From an optimization exercise on the open Yosys and OpenROAD flow, aimed at a short achievable clock period and few clock cycles; shortcuts taken in it are not production practice. No functional check of the RTL was part of this run. Power and IR drop assume default switching activity.

[flow/config.mk]
export PLATFORM = sky130hd
export DESIGN_NAME = ost_ddmd
export DESIGN_NICKNAME = ost_ddmd
export VERILOG_FILES = /design/flow/design.v
export SDC_FILE = /design/flow/constraint.sdc
export NUM_CORES = 4
export LEC_CHECK = 0
export CAP_MARGIN = 20
export CORE_AREA = 5 5 235 235
export CTS_CLUSTER_DIAMETER = 60
export CTS_CLUSTER_SIZE = 10
export DIE_AREA = 0 0 240 240
export SLEW_MARGIN = 40
export SYNTH_HIERARCHICAL = 1
export SYNTH_MINIMUM_KEEP_SIZE = 0
[flow/constraint.sdc]
create_clock -name core_clock -period 10.0 [get_ports {clk}]
set_input_delay 2.0000 -clock core_clock [delete_from_list [all_inputs] [get_ports {clk}]]
set_output_delay 2.0000 -clock core_clock [all_outputs]
set_load 0.01 [all_outputs]
[flow/design.v]
module ost_desc_decode (
    input  wire [63:0] raw_lo,
    input  wire [63:0] raw_hi,
    input  wire        wide,
    output wire [63:0] base,
    output wire [19:0] limit,
    output wire [3:0]  dtype,
    output wire        s,
    output wire [1:0]  dpl,
    output wire        p,
    output wire        avl,
    output wire        l,
    output wire        db,
    output wire        g
);
    assign limit = {raw_lo[51:48], raw_lo[15:0]};
    assign base  = {(wide ? raw_hi[31:0] : 32'h0), raw_lo[63:56], raw_lo[39:32], raw_lo[31:16]};
    assign dtype = raw_lo[43:40];
    assign s     = raw_lo[44];
    assign dpl   = raw_lo[46:45];
    assign p     = raw_lo[47];
    assign avl   = raw_lo[52];
    assign l     = raw_lo[53];
    assign db    = raw_lo[54];
    assign g     = raw_lo[55];
endmodule
module ost_sel_decode (
    input  wire [15:0] sel,
    output wire [1:0]  rpl,
    output wire        ti,
    output wire [12:0] index
);
    assign rpl   = sel[1:0];
    assign ti    = sel[2];
    assign index = sel[15:3];
endmodule
module ost_ddmd (
    input  wire         clk,
    input  wire         rst,
    input  wire         req_valid,
    output wire         req_ready,
    input  wire [31:0]  req_op,
    input  wire [31:0]  req_in_len,
    input  wire [31:0]  req_out_cap,
    input  wire [95:0]  req_in,         
    output wire         resp_valid,
    input  wire         resp_ready,
    output wire [1:0]   resp_status,
    output wire [31:0]  resp_bytes,
    output wire [319:0] resp_out,       
    output wire         prim_valid,
    output wire [2:0]   prim_cmd,
    output wire [63:0]  prim_addr,
    output wire [63:0]  prim_wdata,
    input  wire         prim_ack,
    input  wire [63:0]  prim_rdata,
    input  wire [15:0]  prim_rlimit,
    input  wire         prim_fault,
    output wire         faulted
);
    reg s_idle;      
    reg s_done;      
    reg s_fault;     
    reg s_prim;      
    reg s_msr;       
    reg s_rdsreg, s_sgdt, s_fix, s_memlo, s_memhi;
    reg ready_q, valid_q, pvalid_q;    
    reg [2:0]   cmd_q;
    reg [63:0]  addr_q;
    reg [63:0]  wdata_q;
    reg [1:0]   status_q;
    reg         bytes3_q, bytes5_q;
    reg [2:0]   cmd_o;
    reg [63:0]  addr_o;
    reg [63:0]  wdata_o;
    reg [3:0]   rq_o;
    reg [12:0]  idx_q;         
    reg         hi_ok_q;       
    reg [63:0]  out_lo;        
    reg [31:0]  f_base_lo;
    reg [31:0]  f_base_hi;
    reg [3:0]   f_type;
    reg         f_s, f_p, f_avl, f_l, f_db, f_g;
    reg [1:0]   f_dpl;
    reg [63:0]  f_raw_lo;
    reg [63:0]  f_raw_hi;
    assign req_ready   = ready_q;
    assign resp_valid  = valid_q;
    assign faulted     = s_fault;
    assign prim_valid  = pvalid_q;
    assign prim_cmd    = cmd_o;
    assign prim_addr   = addr_o;
    assign prim_wdata  = wdata_o;
    assign resp_status = rq_o[3:2];
    assign resp_bytes  = {26'd0, rq_o[0], 1'b0, rq_o[1], 3'd0};
    assign resp_out    = {f_raw_hi, f_raw_lo,
                          7'd0, f_g, 7'd0, f_db, 7'd0, f_l, 7'd0, f_avl,
                          7'd0, f_p, 6'd0, f_dpl, 7'd0, f_s, 4'd0, f_type,
                          f_base_hi, f_base_lo, out_lo};
    wire go_rd, go_wr, go_qs;
    wire [1:0] chk_status;
    wire       chk_b3;
    ost_req_check u_chk (
        .op(req_op), .len(req_in_len), .cap(req_out_cap), .seg(req_in[15:0]),
        .go_rd(go_rd), .go_wr(go_wr), .go_qs(go_qs),
        .status(chk_status), .b3(chk_b3)
    );
    wire        sel_ti    = prim_rdata[2];
    wire [12:0] sel_index = prim_rdata[15:3];
    wire sel_res;
    ost_sel_res u_res (.ti(sel_ti), .index(sel_index), .res(sel_res));
    wire [13:0] idx1 = {1'b0, idx_q} + 14'd1;
    wire lo_gt, hi_gt;
    ost_gt16 u_lo (.a({idx_q, 3'b111}), .b(prim_rlimit), .gt(lo_gt));
    ost_gt16 u_hi (.a({idx1[12:0], 3'b111}), .b(prim_rlimit), .gt(hi_gt));
    wire [12:0] ea_sum;
    wire        ea_co_n;
    ost_add13 u_add (.a(prim_rdata[15:3]), .b(idx_q), .s(ea_sum), .co_n(ea_co_n));
    wire acc, a_rd, a_sg, a_sg_n, e_done_n, e_prim_n, e_msr_n, e_rd_n, e_sg_n, e_ml_n;
    wire n_idle, n_ready, n_done, n_valid, n_prim, n_pvalid, n_fault;
    wire n_msr, n_rdsreg, n_sgdt, n_fix, n_memlo, n_memhi;
    ost_next_early u_early (
        .rst(rst), .req_valid(req_valid), .resp_ready(resp_ready),
        .ack(prim_ack), .fault(prim_fault), .lo_s(prim_rdata[44]), .hi_ok(hi_ok_q),
        .s_idle(s_idle), .s_done(s_done), .s_prim(s_prim), .s_fault(s_fault),
        .s_msr(s_msr), .s_rdsreg(s_rdsreg), .s_sgdt(s_sgdt), .s_fix(s_fix),
        .s_memlo(s_memlo), .s_memhi(s_memhi),
        .acc(acc), .a_rd(a_rd), .a_sg(a_sg), .a_sg_n(a_sg_n),
        .e_done_n(e_done_n), .e_prim_n(e_prim_n), .e_msr_n(e_msr_n), .e_rd_n(e_rd_n),
        .e_sg_n(e_sg_n), .e_ml_n(e_ml_n),
        .n_fault(n_fault), .n_memhi(n_memhi)
    );
    ost_next u_next (
        .go_rd(go_rd), .go_wr(go_wr), .go_qs(go_qs), .res(sel_res), .gt(lo_gt), .co_n(ea_co_n),
        .acc(acc), .a_rd(a_rd), .a_sg(a_sg), .a_sg_n(a_sg_n),
        .e_done_n(e_done_n), .e_prim_n(e_prim_n), .e_msr_n(e_msr_n), .e_rd_n(e_rd_n),
        .e_sg_n(e_sg_n), .e_ml_n(e_ml_n),
        .n_done(n_done), .n_done2(n_valid), .n_prim(n_prim), .n_prim2(n_pvalid),
        .n_msr(n_msr), .n_rdsreg(n_rdsreg), .n_sgdt(n_sgdt), .n_fix(n_fix), .n_memlo(n_memlo)
    );
    ost_idle_next u_idle  (.rst(rst), .req_valid(req_valid), .resp_ready(resp_ready),
                           .s_idle(s_idle), .s_done(s_done), .n_idle(n_idle));
    ost_idle_next u_ready (.rst(rst), .req_valid(req_valid), .resp_ready(resp_ready),
                           .s_idle(s_idle), .s_done(s_done), .n_idle(n_ready));
    always @(posedge clk) begin
        s_idle   <= n_idle;
        ready_q  <= n_ready;
        s_done   <= n_done;
        valid_q  <= n_valid;
        s_prim   <= n_prim;
        pvalid_q <= n_pvalid;
        s_fault  <= n_fault;
        s_msr    <= n_msr;
        s_rdsreg <= n_rdsreg;
        s_sgdt   <= n_sgdt;
        s_fix    <= n_fix;
        s_memlo  <= n_memlo;
        s_memhi  <= n_memhi;
    end
    wire [63:0] dec_base;
    wire [19:0] dec_limit;
    wire [3:0]  dec_type;
    wire        dec_s, dec_p, dec_avl, dec_l, dec_db, dec_g;
    wire [1:0]  dec_dpl;
    ost_desc_decode u_dec (
        .raw_lo (prim_rdata),
        .raw_hi (64'd0),
        .wide   (1'b0),
        .base   (dec_base),
        .limit  (dec_limit),
        .dtype  (dec_type),
        .s      (dec_s),
        .dpl    (dec_dpl),
        .p      (dec_p),
        .avl    (dec_avl),
        .l      (dec_l),
        .db     (dec_db),
        .g      (dec_g)
    );
    wire in_prim = s_prim | s_fix;
    wire [63:0] wdata_d;
    ost_ao22 #(64) u_wdata (.a({64{s_idle}}), .b(req_in[95:32]), .c({64{~s_idle}}), .d(wdata_q), .y(wdata_d));
    wire [63:0] wdata_od;
    ost_ao22 #(64) u_wdata_o (.a({64{s_idle}}), .b(req_in[95:32]), .c({64{~s_idle}}), .d(wdata_q), .y(wdata_od));
    wire [3:0] rq_d, rq_od;
    ost_ao22 #(4) u_rq (.a({4{s_idle}}), .b({chk_status, chk_b3, go_qs}),
                        .c({4{~s_idle}}), .d({status_q, bytes3_q, bytes5_q}), .y(rq_d));
    ost_ao22 #(4) u_rq_o (.a({4{s_idle}}), .b({chk_status, chk_b3, go_qs}),
                          .c({4{~s_idle}}), .d({status_q, bytes3_q, bytes5_q}), .y(rq_od));
    always @(posedge clk) begin
        wdata_q <= wdata_d;
        wdata_o <= wdata_od;
        {status_q, bytes3_q, bytes5_q} <= rq_d;
        rq_o    <= rq_od;
    end
    wire [2:0] cmd_d;
    ost_cmd_next u_cmd (
        .s_idle(s_idle), .s_rdsreg(s_rdsreg), .s_sgdt(s_sgdt), .ack(prim_ack),
        .op(req_op[1:0]), .q(cmd_q), .d(cmd_d)
    );
    wire [2:0] cmd_od;
    ost_cmd_next u_cmd_o (
        .s_idle(s_idle), .s_rdsreg(s_rdsreg), .s_sgdt(s_sgdt), .ack(prim_ack),
        .op(req_op[1:0]), .q(cmd_q), .d(cmd_od)
    );
    always @(posedge clk) begin
        cmd_q <= cmd_d;
        cmd_o <= cmd_od;
    end
    wire [63:0] addr_inc;
    assign addr_inc[63:16] = s_fix ? addr_q[63:16] + 48'd1 : addr_q[63:16];
    assign addr_inc[15:0]  = addr_q[15:0];
    wire [63:0] addr_nx8 = {addr_q[63:3] + 61'd1, addr_q[2:0]};
    wire [63:0] addr_oth, addr_d, addr_od;
    ost_addr_other u_aoth (
        .s_idle(s_idle), .s_memlo(s_memlo), .ack(prim_ack),
        .rq(req_in[31:0]), .nx8(addr_nx8), .q(addr_inc), .d(addr_oth)
    );
    ost_mux2n #(64) u_amux (
        .s(s_sgdt), .sn(~s_sgdt),
        .a({prim_rdata[63:16], ea_sum, prim_rdata[2:0]}), .b(addr_oth), .y(addr_d)
    );
    ost_mux2n #(64) u_amux_o (
        .s(s_sgdt), .sn(~s_sgdt),
        .a({prim_rdata[63:16], ea_sum, prim_rdata[2:0]}), .b(addr_oth), .y(addr_od)
    );
    always @(posedge clk) begin
        addr_q <= addr_d;
        addr_o <= addr_od;
    end
    wire [12:0] idx_d;
    ost_ao22 #(13) u_idx (.a({13{s_rdsreg}}), .b(sel_index), .c({13{~s_rdsreg}}), .d(idx_q), .y(idx_d));
    wire hi_d;
    ost_ao22 #(1) u_hi_ok (.a(s_sgdt), .b(~hi_gt & ~idx1[13]), .c(~s_sgdt), .d(hi_ok_q), .y(hi_d));
    always @(posedge clk) begin
        idx_q   <= idx_d;
        hi_ok_q <= hi_d;
    end
    wire lo_keep = prim_rdata[44] | hi_ok_q;
    wire lo_wide = ~prim_rdata[44] & hi_ok_q;
    wire [63:0] out_lo_new = s_msr   ? prim_rdata :
                             s_memlo ? {12'd0, dec_limit & {20{lo_keep}}, 7'd0, lo_wide, 7'd0, lo_keep, out_lo[15:0]} :
                                       {out_lo[63:16], prim_rdata[15:0]};
    wire [63:0] out_lo_ld = {{48{s_msr | s_memlo}}, {16{s_msr | s_rdsreg}}};
    wire [63:0] out_lo_hd = {{48{~s_idle & ~s_msr & ~s_memlo}}, {16{~s_idle & ~s_msr & ~s_rdsreg}}};
    wire [63:0] out_lo_d;
    ost_ao22 #(64) u_out_lo (.a(out_lo_ld), .b(out_lo_new), .c(out_lo_hd), .d(out_lo), .y(out_lo_d));
    always @(posedge clk) out_lo <= out_lo_d;
    wire [109:0] lo_new = {dec_base[31:0], dec_type, dec_s, dec_dpl, dec_p, dec_avl,
                           dec_l, dec_db, dec_g, prim_rdata};
    wire [109:0] lo_q   = {f_base_lo, f_type, f_s, f_dpl, f_p, f_avl, f_l, f_db, f_g, f_raw_lo};
    wire [109:0] lo_d;
    ost_ao22 #(110) u_lo_f (.a({110{s_memlo & lo_keep}}), .b(lo_new), .c({110{~s_idle & ~s_memlo}}), .d(lo_q), .y(lo_d));
    always @(posedge clk)
        {f_base_lo, f_type, f_s, f_dpl, f_p, f_avl, f_l, f_db, f_g, f_raw_lo} <= lo_d;
    wire [95:0] hi_q = {f_base_hi, f_raw_hi};
    wire [95:0] hi_f_d;
    ost_ao22 #(96) u_hi_f (.a({96{s_memhi}}), .b({prim_rdata[31:0], prim_rdata}),
                           .c({96{~s_idle & ~s_memhi}}), .d(hi_q), .y(hi_f_d));
    always @(posedge clk) {f_base_hi, f_raw_hi} <= hi_f_d;
endmodule
module ost_ao22 #(parameter W = 1) (
    input  wire [W-1:0] a,
    input  wire [W-1:0] b,
    input  wire [W-1:0] c,
    input  wire [W-1:0] d,
    output wire [W-1:0] y
);
    assign y = (a & b) | (c & d);
endmodule
module ost_cmd_next (
    input  wire       s_idle, input wire s_rdsreg, input wire s_sgdt, input wire ack,
    input  wire [1:0] op,
    input  wire [2:0] q,
    output wire [2:0] d
);
    wire to_sgdt  = s_rdsreg & ack;
    wire to_memrd = s_sgdt & ack;
    wire hold     = ~s_idle & ~to_sgdt & ~to_memrd;
    assign d[0] = (s_idle & op[1] & ~op[0]) | to_sgdt | (hold & q[0]);
    assign d[1] = (s_idle & op[1] & op[0]) | to_sgdt | (hold & q[1]);
    assign d[2] = to_memrd | (hold & q[2]);
endmodule
module ost_inv (input wire a, output wire y);
    assign y = ~a;
endmodule
module ost_nor2 (input wire a, input wire b, output wire y);
    assign y = ~(a | b);
endmodule
module ost_nand2 (input wire a, input wire b, output wire y);
    assign y = ~(a & b);
endmodule
module ost_nor3 (input wire a, input wire b, input wire c, output wire y);
    assign y = ~(a | b | c);
endmodule
module ost_nand3 (input wire a, input wire b, input wire c, output wire y);
    assign y = ~(a & b & c);
endmodule
module ost_nand4 (input wire a, input wire b, input wire c, input wire d, output wire y);
    assign y = ~(a & b & c & d);
endmodule
module ost_aoi21 (input wire a, input wire b, input wire c, output wire y);
    assign y = ~((a & b) | c);
endmodule
module ost_oai21 (input wire a, input wire b, input wire c, output wire y);
    assign y = ~((a | b) & c);
endmodule
module ost_oai31 (input wire a, input wire b, input wire c, input wire d, output wire y);
    assign y = ~((a | b | c) & d);
endmodule
module ost_xnor2 (input wire a, input wire b, output wire y);
    assign y = ~(a ^ b);
endmodule
module ost_xor2 (input wire a, input wire b, output wire y);
    assign y = a ^ b;
endmodule
module ost_req_check (
    input  wire [31:0] op,
    input  wire [31:0] len,
    input  wire [31:0] cap,
    input  wire [15:0] seg,
    output wire        go_rd,      
    output wire        go_wr,      
    output wire        go_qs,      
    output wire [1:0]  status,     
    output wire        b3          
);
    genvar k;
    wire [14:0] z1o;
    wire [13:0] z1l;
    wire [12:0] z1c;
    wire [6:0]  z1s;
    generate
        for (k = 0; k < 15; k = k + 1) begin : o1
            ost_nor2 u (.a(op[2+2*k]), .b(op[3+2*k]), .y(z1o[k]));
        end
        for (k = 0; k < 14; k = k + 1) begin : l1
            ost_nor2 u (.a(len[4+2*k]), .b(len[5+2*k]), .y(z1l[k]));
        end
        for (k = 0; k < 13; k = k + 1) begin : c1
            ost_nor2 u (.a(cap[6+2*k]), .b(cap[7+2*k]), .y(z1c[k]));
        end
        for (k = 0; k < 6; k = k + 1) begin : s1
            ost_nor2 u (.a(seg[3+2*k]), .b(seg[4+2*k]), .y(z1s[k]));
        end
    endgenerate
    ost_inv   u_s15 (.a(seg[15]), .y(z1s[6]));
    wire zl32, zl321, nl32, zc543, c40n, s21n;
    ost_nor2  u_zl32  (.a(len[3]), .b(len[2]), .y(zl32));
    ost_nor3  u_zl321 (.a(len[3]), .b(len[2]), .c(len[1]), .y(zl321));
    ost_nand2 u_nl32  (.a(len[3]), .b(len[2]), .y(nl32));
    ost_nor3  u_zc543 (.a(cap[5]), .b(cap[4]), .c(cap[3]), .y(zc543));
    ost_oai21 u_c40n  (.a(cap[4]), .b(cap[3]), .c(cap[5]), .y(c40n));
    ost_nand2 u_s21n  (.a(seg[2]), .b(seg[1]), .y(s21n));
    wire op0n, op1n, sel_rd, sel_wr, sel_qs, sel_any;
    ost_inv   u_op0n (.a(op[0]), .y(op0n));
    ost_inv   u_op1n (.a(op[1]), .y(op1n));
    ost_nor2  u_selrd (.a(op[1]), .b(op0n), .y(sel_rd));
    ost_nor2  u_selwr (.a(op1n), .b(op[0]), .y(sel_wr));
    ost_nor2  u_selqs (.a(op1n), .b(op0n), .y(sel_qs));
    ost_nand2 u_selany (.a(op1n), .b(op0n), .y(sel_any));
    wire [4:0] n2o, n2l, n2c;
    wire [2:0] n2s;
    generate
        for (k = 0; k < 5; k = k + 1) begin : o2
            ost_nand3 u (.a(z1o[3*k]), .b(z1o[3*k+1]), .c(z1o[3*k+2]), .y(n2o[k]));
        end
        for (k = 0; k < 4; k = k + 1) begin : l2
            ost_nand3 u (.a(z1l[3*k]), .b(z1l[3*k+1]), .c(z1l[3*k+2]), .y(n2l[k]));
        end
        for (k = 0; k < 3; k = k + 1) begin : c2
            ost_nand3 u (.a(z1c[3*k]), .b(z1c[3*k+1]), .c(z1c[3*k+2]), .y(n2c[k]));
        end
    endgenerate
    ost_nand2 u_l2x (.a(z1l[12]), .b(z1l[13]), .y(n2l[4]));
    ost_nand2 u_c2x (.a(z1c[9]),  .b(z1c[10]), .y(n2c[3]));
    ost_nand2 u_c2y (.a(z1c[11]), .b(z1c[12]), .y(n2c[4]));
    ost_nand3 u_s2a (.a(z1s[0]), .b(z1s[1]), .c(z1s[2]), .y(n2s[0]));
    ost_nand2 u_s2b (.a(z1s[3]), .b(z1s[4]), .y(n2s[1]));
    ost_nand2 u_s2c (.a(z1s[5]), .b(z1s[6]), .y(n2s[2]));
    wire zoa, zob, zla, zlb, zca, zcb, zs;
    ost_nor3 u_zoa (.a(n2o[0]), .b(n2o[1]), .c(n2o[2]), .y(zoa));
    ost_nor2 u_zob (.a(n2o[3]), .b(n2o[4]), .y(zob));
    ost_nor3 u_zla (.a(n2l[0]), .b(n2l[1]), .c(n2l[2]), .y(zla));
    ost_nor2 u_zlb (.a(n2l[3]), .b(n2l[4]), .y(zlb));
    ost_nor3 u_zca (.a(n2c[0]), .b(n2c[1]), .c(n2c[2]), .y(zca));
    ost_nor2 u_zcb (.a(n2c[3]), .b(n2c[4]), .y(zcb));
    ost_nor3 u_zs  (.a(n2s[0]), .b(n2s[1]), .c(n2s[2]), .y(zs));
    wire len_ge4, len_ge2, len_ge12, cap_ge8, cap_ge40;
    ost_nand3 u_lge4  (.a(zla), .b(zlb), .c(zl32),  .y(len_ge4));
    ost_nand3 u_lge2  (.a(zla), .b(zlb), .c(zl321), .y(len_ge2));
    ost_nand3 u_lge12 (.a(zla), .b(zlb), .c(nl32),  .y(len_ge12));
    ost_nand3 u_cge8  (.a(zca), .b(zcb), .c(zc543), .y(cap_ge8));
    ost_nand3 u_cge40 (.a(zca), .b(zcb), .c(c40n),  .y(cap_ge40));
    wire oprd_n, opwr_n, opqs_n, opok_n, seg_bad;
    ost_nand3 u_oprd (.a(zoa), .b(zob), .c(sel_rd),  .y(oprd_n));
    ost_nand3 u_opwr (.a(zoa), .b(zob), .c(sel_wr),  .y(opwr_n));
    ost_nand3 u_opqs (.a(zoa), .b(zob), .c(sel_qs),  .y(opqs_n));
    ost_nand3 u_opok (.a(zoa), .b(zob), .c(sel_any), .y(opok_n));
    ost_nand2 u_segb (.a(zs), .b(s21n), .y(seg_bad));
    wire rds_n, qss_n, wrs_n, op_ok;
    ost_nand2 u_rds (.a(len_ge4), .b(cap_ge8),  .y(rds_n));
    ost_nand2 u_qss (.a(len_ge2), .b(cap_ge40), .y(qss_n));
    ost_inv   u_wrs (.a(len_ge12), .y(wrs_n));
    ost_inv   u_ok  (.a(opok_n), .y(op_ok));
    wire qs_sz;
    ost_nor2 u_gord (.a(oprd_n), .b(rds_n), .y(go_rd));
    ost_nor2 u_gowr (.a(opwr_n), .b(wrs_n), .y(go_wr));
    ost_nor3 u_goqs (.a(opqs_n), .b(qss_n), .c(seg_bad), .y(go_qs));
    ost_nor2 u_qssz (.a(opqs_n), .b(qss_n), .y(qs_sz));
    wire inv_n, b3_n;
    ost_nor3  u_st0 (.a(go_rd), .b(go_wr), .c(qs_sz), .y(status[0]));
    ost_nand2 u_invn (.a(qs_sz), .b(seg_bad), .y(inv_n));
    ost_nand2 u_st1 (.a(op_ok), .b(inv_n), .y(status[1]));
    ost_nor2  u_b3n (.a(go_rd), .b(go_qs), .y(b3_n));
    ost_inv   u_b3  (.a(b3_n), .y(b3));
endmodule
module ost_sel_res (
    input  wire        ti,
    input  wire [12:0] index,
    output wire        res       
);
    wire [6:0] z1;
    wire [2:0] n2;
    wire       z13;
    genvar k;
    generate
        for (k = 0; k < 6; k = k + 1) begin : a
            ost_nor2 u (.a(index[2*k]), .b(index[2*k+1]), .y(z1[k]));
        end
    endgenerate
    ost_inv   u_z12 (.a(index[12]), .y(z1[6]));
    ost_nand3 u_n0 (.a(z1[0]), .b(z1[1]), .c(z1[2]), .y(n2[0]));
    ost_nand2 u_n1 (.a(z1[3]), .b(z1[4]), .y(n2[1]));
    ost_nand2 u_n2 (.a(z1[5]), .b(z1[6]), .y(n2[2]));
    ost_nor3  u_z (.a(n2[0]), .b(n2[1]), .c(n2[2]), .y(z13));
    ost_nor2  u_r (.a(ti), .b(z13), .y(res));
endmodule
module ost_gt16 (
    input  wire [15:0] a,
    input  wire [15:0] b,
    output wire        gt
);
    wire [15:0] an = ~a;
    wire [15:0] g0, p0;
    wire [7:0]  g1n, p1n;
    wire [3:0]  g2, p2;
    wire [1:0]  g3n, p3n;
    genvar i;
    generate
        for (i = 0; i < 16; i = i + 1) begin : l0
            ost_nor2  ug (.a(an[i]), .b(b[i]), .y(g0[i]));
            ost_nand2 up (.a(an[i]), .b(b[i]), .y(p0[i]));
        end
        for (i = 0; i < 8; i = i + 1) begin : l1
            ost_aoi21 ug (.a(p0[2*i+1]), .b(g0[2*i]), .c(g0[2*i+1]), .y(g1n[i]));
            ost_nand2 up (.a(p0[2*i+1]), .b(p0[2*i]), .y(p1n[i]));
        end
        for (i = 0; i < 4; i = i + 1) begin : l2
            ost_oai21 ug (.a(p1n[2*i+1]), .b(g1n[2*i]), .c(g1n[2*i+1]), .y(g2[i]));
            ost_nor2  up (.a(p1n[2*i+1]), .b(p1n[2*i]), .y(p2[i]));
        end
        for (i = 0; i < 2; i = i + 1) begin : l3
            ost_aoi21 ug (.a(p2[2*i+1]), .b(g2[2*i]), .c(g2[2*i+1]), .y(g3n[i]));
            ost_nand2 up (.a(p2[2*i+1]), .b(p2[2*i]), .y(p3n[i]));
        end
    endgenerate
    ost_oai21 u4 (.a(p3n[1]), .b(g3n[0]), .c(g3n[1]), .y(gt));
endmodule
module ost_add13 (
    input  wire [12:0] a,
    input  wire [12:0] b,
    output wire [12:0] s,
    output wire        co_n
);
    wire [12:0] g0n, p0n, t;
    wire [12:0] g1, p1, g2n, p2n, g3, p3, g4n;
    genvar i;
    generate
        for (i = 0; i < 13; i = i + 1) begin : l0
            ost_nand2 ug (.a(a[i]), .b(b[i]), .y(g0n[i]));
            ost_nor2  up (.a(a[i]), .b(b[i]), .y(p0n[i]));
        end
        for (i = 0; i < 13; i = i + 1) begin : l1
            if (i < 1) begin : k
                ost_inv ug (.a(g0n[i]), .y(g1[i]));
                ost_inv up (.a(p0n[i]), .y(p1[i]));
            end else begin : c
                ost_oai21 ug (.a(p0n[i]), .b(g0n[i-1]), .c(g0n[i]), .y(g1[i]));
                ost_nor2  up (.a(p0n[i]), .b(p0n[i-1]), .y(p1[i]));
            end
        end
        for (i = 0; i < 13; i = i + 1) begin : l2
            if (i < 2) begin : k
                ost_inv ug (.a(g1[i]), .y(g2n[i]));
                ost_inv up (.a(p1[i]), .y(p2n[i]));
            end else begin : c
                ost_aoi21 ug (.a(p1[i]), .b(g1[i-2]), .c(g1[i]), .y(g2n[i]));
                ost_nand2 up (.a(p1[i]), .b(p1[i-2]), .y(p2n[i]));
            end
        end
        for (i = 0; i < 13; i = i + 1) begin : l3
            if (i < 4) begin : k
                ost_inv ug (.a(g2n[i]), .y(g3[i]));
                ost_inv up (.a(p2n[i]), .y(p3[i]));
            end else begin : c
                ost_oai21 ug (.a(p2n[i]), .b(g2n[i-4]), .c(g2n[i]), .y(g3[i]));
                ost_nor2  up (.a(p2n[i]), .b(p2n[i-4]), .y(p3[i]));
            end
        end
        for (i = 0; i < 13; i = i + 1) begin : l4
            if (i < 8) begin : k
                ost_inv ug (.a(g3[i]), .y(g4n[i]));
            end else begin : c
                ost_aoi21 ug (.a(p3[i]), .b(g3[i-8]), .c(g3[i]), .y(g4n[i]));
            end
        end
        for (i = 0; i < 13; i = i + 1) begin : sm
            if (i < 1) begin : k
                ost_xnor2 ut (.a(a[i]), .b(b[i]), .y(t[i]));     
                ost_inv   us (.a(t[i]), .y(s[i]));
            end else begin : c
                ost_xor2  ut (.a(a[i]), .b(b[i]), .y(t[i]));     
                ost_xnor2 us (.a(t[i]), .b(g4n[i-1]), .y(s[i]));
            end
        end
    endgenerate
    assign co_n = g4n[12];
endmodule
module ost_next_early (
    input  wire rst, input wire req_valid, input wire resp_ready,
    input  wire ack, input wire fault, input wire lo_s, input wire hi_ok,
    input  wire s_idle, input wire s_done, input wire s_prim, input wire s_fault,
    input  wire s_msr, input wire s_rdsreg, input wire s_sgdt, input wire s_fix,
    input  wire s_memlo, input wire s_memhi,
    output wire acc, output wire a_rd, output wire a_sg, output wire a_sg_n,
    output wire e_done_n, output wire e_prim_n, output wire e_msr_n, output wire e_rd_n,
    output wire e_sg_n, output wire e_ml_n,
    output wire n_fault, output wire n_memhi
);
    wire rstn = ~rst;
    assign acc    = rstn & s_idle & req_valid;
    assign a_rd   = rstn & ack & s_rdsreg;
    assign a_sg   = rstn & ack & s_sgdt;
    assign a_sg_n = ~(rstn & ack & s_sgdt);
    wire ok = ack & ~fault;
    assign e_done_n = ~(rstn & ((s_done & ~resp_ready) | (ok & (s_msr | s_memhi | (s_memlo & (lo_s | ~hi_ok))))));
    assign e_prim_n = ~(rstn & (s_fix | (s_prim & ~ack) | (ok & s_memlo & ~lo_s & hi_ok)));
    assign e_msr_n  = ~(rstn & s_msr & ~ack);
    assign e_rd_n   = ~(rstn & s_rdsreg & ~ack);
    assign e_sg_n   = ~(rstn & s_sgdt & ~ack);
    assign e_ml_n   = ~(rstn & (s_fix | (s_memlo & ~ack)));
    assign n_fault  = rstn & (s_fault | (ack & fault & (s_msr | s_memlo | s_memhi)));
    assign n_memhi  = rstn & ((ok & s_memlo & ~lo_s & hi_ok) | (s_memhi & ~ack));
endmodule
module ost_idle_next (
    input  wire rst, input wire req_valid, input wire resp_ready,
    input  wire s_idle, input wire s_done,
    output wire n_idle
);
    assign n_idle = rst | (s_idle & ~req_valid) | (s_done & resp_ready);
endmodule
module ost_next (
    input  wire go_rd, input wire go_wr, input wire go_qs,    
    input  wire res,                                          
    input  wire gt,                                           
    input  wire co_n,                                         
    input  wire acc, input wire a_rd, input wire a_sg, input wire a_sg_n,
    input  wire e_done_n, input wire e_prim_n, input wire e_msr_n, input wire e_rd_n,
    input  wire e_sg_n, input wire e_ml_n,
    output wire n_done, output wire n_done2, output wire n_prim, output wire n_prim2,
    output wire n_msr, output wire n_rdsreg, output wire n_sgdt, output wire n_fix,
    output wire n_memlo
);
    wire go_n, unres, gt_n;
    ost_nor3 u_gon (.a(go_rd), .b(go_wr), .c(go_qs), .y(go_n));
    ost_inv  u_unr (.a(res), .y(unres));
    ost_inv  u_gtn (.a(gt), .y(gt_n));
    wire t_acc_stop, t_acc_go, t_acc_msr, t_acc_qs, t_rd_stop, t_rd_go, t_sg_stop, t_sg_go;
    ost_nand2 u_t1 (.a(acc), .b(go_n), .y(t_acc_stop));
    ost_oai31 u_t2 (.a(go_rd), .b(go_wr), .c(go_qs), .d(acc), .y(t_acc_go));
    ost_oai21 u_t3 (.a(go_rd), .b(go_wr), .c(acc), .y(t_acc_msr));
    ost_nand2 u_t4 (.a(acc), .b(go_qs), .y(t_acc_qs));
    ost_nand2 u_t5 (.a(a_rd), .b(unres), .y(t_rd_stop));
    ost_nand2 u_t6 (.a(a_rd), .b(res), .y(t_rd_go));
    ost_nand2 u_t7 (.a(a_sg), .b(gt), .y(t_sg_stop));
    ost_nand3 u_t8 (.a(a_sg), .b(gt_n), .c(co_n), .y(t_sg_go));
    ost_nand4 u_done  (.a(t_acc_stop), .b(t_rd_stop), .c(t_sg_stop), .d(e_done_n), .y(n_done));
    ost_nand4 u_done2 (.a(t_acc_stop), .b(t_rd_stop), .c(t_sg_stop), .d(e_done_n), .y(n_done2));
    ost_nand4 u_prim  (.a(t_acc_go), .b(t_rd_go), .c(t_sg_go), .d(e_prim_n), .y(n_prim));
    ost_nand4 u_prim2 (.a(t_acc_go), .b(t_rd_go), .c(t_sg_go), .d(e_prim_n), .y(n_prim2));
    ost_nand2 u_msr   (.a(t_acc_msr), .b(e_msr_n), .y(n_msr));
    ost_nand2 u_rdsreg (.a(t_acc_qs), .b(e_rd_n), .y(n_rdsreg));
    ost_nand2 u_sgdt  (.a(t_rd_go), .b(e_sg_n), .y(n_sgdt));
    ost_nor3  u_fix   (.a(a_sg_n), .b(gt), .c(co_n), .y(n_fix));
    ost_nand2 u_memlo (.a(t_sg_go), .b(e_ml_n), .y(n_memlo));
endmodule
module ost_addr_other (
    input  wire        s_idle, input wire s_memlo, input wire ack,
    input  wire [31:0] rq,
    input  wire [63:0] nx8,
    input  wire [63:0] q,
    output wire [63:0] d
);
    assign d = (s_memlo & ack) ? nx8 : (s_idle ? {q[63:32], rq} : q);
endmodule
module ost_mux2n #(parameter W = 1) (
    input  wire         s,       
    input  wire         sn,      
    input  wire [W-1:0] a,
    input  wire [W-1:0] b,
    output wire [W-1:0] y
);
    wire [W-1:0] an, bn;
    genvar i;
    generate
        for (i = 0; i < W; i = i + 1) begin : m
            ost_nand2 ua (.a(s),  .b(a[i]), .y(an[i]));
            ost_nand2 ub (.a(sn), .b(b[i]), .y(bn[i]));
            ost_nand2 uy (.a(an[i]), .b(bn[i]), .y(y[i]));
        end
    endgenerate
endmodule
[flow/flow/run.sh]
#!/bin/bash
set -o pipefail
MARGIN=${MARGIN:-7}
bash standard.sh SETUP_SLACK_MARGIN=$MARGIN \
    "BUFFER_PORTS_ARGS=-buffer_cell sky130_fd_sc_hd__buf_4" \
    "PLACE_PINS_ARGS=-min_distance 1 -min_distance_in_tracks" \
    finish > flow_standard.log 2>&1
rc=$?
cp -r orfs/logs/sky130hd/ost_ddmd/base orfs_logs 2>/dev/null
exit $rc
[flow/standard.sh]
#!/bin/bash
# synth_recipe.tcl (not shown) runs the flow's synth.tcl, then flattens the netlist and writes it again
# the make line also repeats each setting of config.mk as NAME=value (left out here)
make -C /OpenROAD-flow-scripts/flow DESIGN_CONFIG=/design/flow/config.mk WORK_HOME=/design/flow/orfs CLKGATE_MAP_FILE= SYNTH_SCRIPT=/design/flow/synth_recipe.tcl "${@:-finish}"
==> run summary <==
==> cell type report <==
| class | instances | area, um2 |
|---|---|---|
| Fill cell | 4283 | 17730 |
| Antenna cell | 18 | 45.04 |
| Clock inverter | 10 | 116.4 |
| Timing Repair Buffer | 831 | 7888 |
| Multi-Input combinational cell | 1882 | 11900 |
| Sequential cell | 565 | 11840 |
| Tap cell | 688 | 860.8 |
| Clock buffer | 75 | 1769 |
| Inverter | 77 | 294.0 |
==> per-layer routing <==
| layer | vias to the layer above | track usage (%) | wire length, um |
|---|---|---|---|
| met5 | - | 0 | 0 |
| met2 | 907 | 44.88 | 39970 |
| met3 | 223 | 7.295 | 6609 |
| met1 | 10860 | 32.69 | 33040 |
| li1 | 10660 | - | - |
| met4 | 0 | 16.30 | 5608 |
==> flip-flops by register name, indices dropped and copies added (netlist names), 4 cells and up <==
name,cells
f_base_lo,32
wdata_q,64
rq_o,4
f_base_hi,32
addr_q,64
out_lo,64
f_raw_hi,64
idx_q,13
f_type,4
f_raw_lo,64
wdata_o,64
addr_o,64
==> report_power, final <==
part / internal [mW] / total, mW / switching [mW]
Combinational: 0.254 / 0.529 / 0.275
Clock: 1.28 / 2.20 / 0.921
Sequential: 2.35 / 2.42 / 0.0667
==> what timing repair did <==
action	in CTS	in global routing
setup endpoints to repair	486	500
buffers inserted	102	26
hold buffers	0	0
pin swaps	0	1
gates resized for setup	796	32
gates cloned	0	1
==> worst min-delay path by stage <==
stage | from | to | slack, ps | depth (start not counted)
detailed placement | wdata_q[63] | wdata_o[63] | 450 | 1
CTS | wdata_q[63] | wdata_o[63] | 460 | 1
global route | f_raw_hi[57] | f_raw_hi[57] | 470 | 1
floorplan | s_msr | s_msr | 440 | 2
global placement | wdata_q[51] | wdata_o[51] | 450 | 1
finish | wdata_q[0] | wdata_o[0] | 460 | 1
==> qor.yml <==
detailed_routing:
  vias: 22650
  drt_iter0_markers: 1390
  firstDrtPassIters: 6
  ant_nets: 0
  postRouteWirelength_mm: 85.23
  wire_per_inst_um: 20.56
  viasPerCell: 5.463
  drc_errors: 0
sta:
  fin_crit_sh_pct: 30.95
  max_freq_mhz: 323.1
  finalSetupTns_ps: 0
  slew_headroom_pct: 42.53
  fin_worst_hold_slack_ps: 464.3
  layout_setup_ws_ps: 6905
  post-route-min-period_ps: 3095
  finClkSkew_ps: 16.27
  hold_violations: 0
  rsz0062_at_grt: "true"
  tightest_slew_ps: 862.0
  slew_viol_final: 0
  finalSetupViolations: 0
worst_setup_path:
  cp-end-kind: "primary output"
  r2r-start: "s_idle"
  crit_end: "prim_addr[5]"
  startpoint_type: "register"
  worst-path-buf-inv: 1
  critPathMaxFanout: 1
  ff2ff_setup_slack_ps: 7240
  path_class: "register to primary output"
  cp-startpoint: "addr_o[5]"
  path_cells: "buf_6"
  crit_cells: 1
  r2r_cells: 5
  crit_path_max_incr_delay_ps: 380
  slowest_stage: "dfxtp_2"
  arrival_ps: 1100
  reg2reg_to: "wdata_q[19]"
  worstPathRequired_ps: 8000
  critPathTopFamily: "flip-flops"
placement:
  placed_area_um2: 29680
  port_buffers: 680
  post-place-ws_ps: 5925
  place.detailed.hpwl_mm: 59.84
  place_congestion: 0.9056
  dp.cells: 3913
yosys:
  postSynthAreaPerCell_um2: 9.262
  yosys_warnings: 7
  synth_area_um2: 24490
  syn_inst: 2644
cts:
  cts_buffers: 69
  clkTransAtPathRegs_ps: 50
  clockBufferDepth: 3
  clock_sinks: 565
  h-tree-depth: 3
  clk_latency_ps: 600
  cts_tree: "yes"
  cts_root_buf: "clkbuf_16"
global_routing:
  antenna_found_initial: 15
  first_global_vias: 21970
  grt_first_pass_wirelength_mm: 126.4
  grt_max_degree: 100
  overflow: 0
  grt_use_total_pct: 27.52
floorplanning:
  core_um2: 52450
  die_w_um: 240
  dieArea_um2: 57600
  io_pins: 767
  rows: 84
  dieHeight_um: 240
  initial_core_util_pct: 46.69
layout:
  drive_gt1_share_pct: 42.79
  final_common_cell: "nand2_1"
  nets: 3707
  areaGrowthSynthToFinish_pct: 41.76
  fin_cells: 4146
  layout.cells.most_common_list: "nand2_1 (552), a22o_1 (443), buf_4 (414), buf_6 (410), dfxtp_2 (407)"
  final_area_um2: 34710
  fin_util_pct: 66.19
power:
  p_leak_nw: 15.91
  ir_drop_v: 0.0001024
  p_total_mw: 5.147
  p_per_area_nw_per_um2: 148.3
run_status:
  status: "timing/DRC/antenna clean"
run:
  drv_cap: 0
worst_hold_path:
  holdCritPathClass: "register to register"

re-timing with driven ports:
The results above use ideal ports. As a check the final layout listed here was re-extracted and re-timed, cells and wires unchanged.
Step 1 assumes that a clkbuf_16 drives the clock port and a buf_2 every other input.
Step 2 moves the port delays by t, midway between the first and last clock arrival at a register: inputs arrive t later, outputs are due t later. That takes back most of the time a late clock gives input paths.
a / b / c = ideal / step 1 / step 2; a / b = the first two.
shift t [ns]: 0.654
setup WS [ns]: 6.905 / 6.843 / 6.377
worst setup path after step 2: input to register
clock arrival spread, ns: 0.017 / 0.016
worst register clock-pin slew, ns: 0.06 / 0.06
After both steps this run still meets setup and hold. The setup slack of this run moves by -0.062 ns with the drivers and by -0.528 ns with both steps.
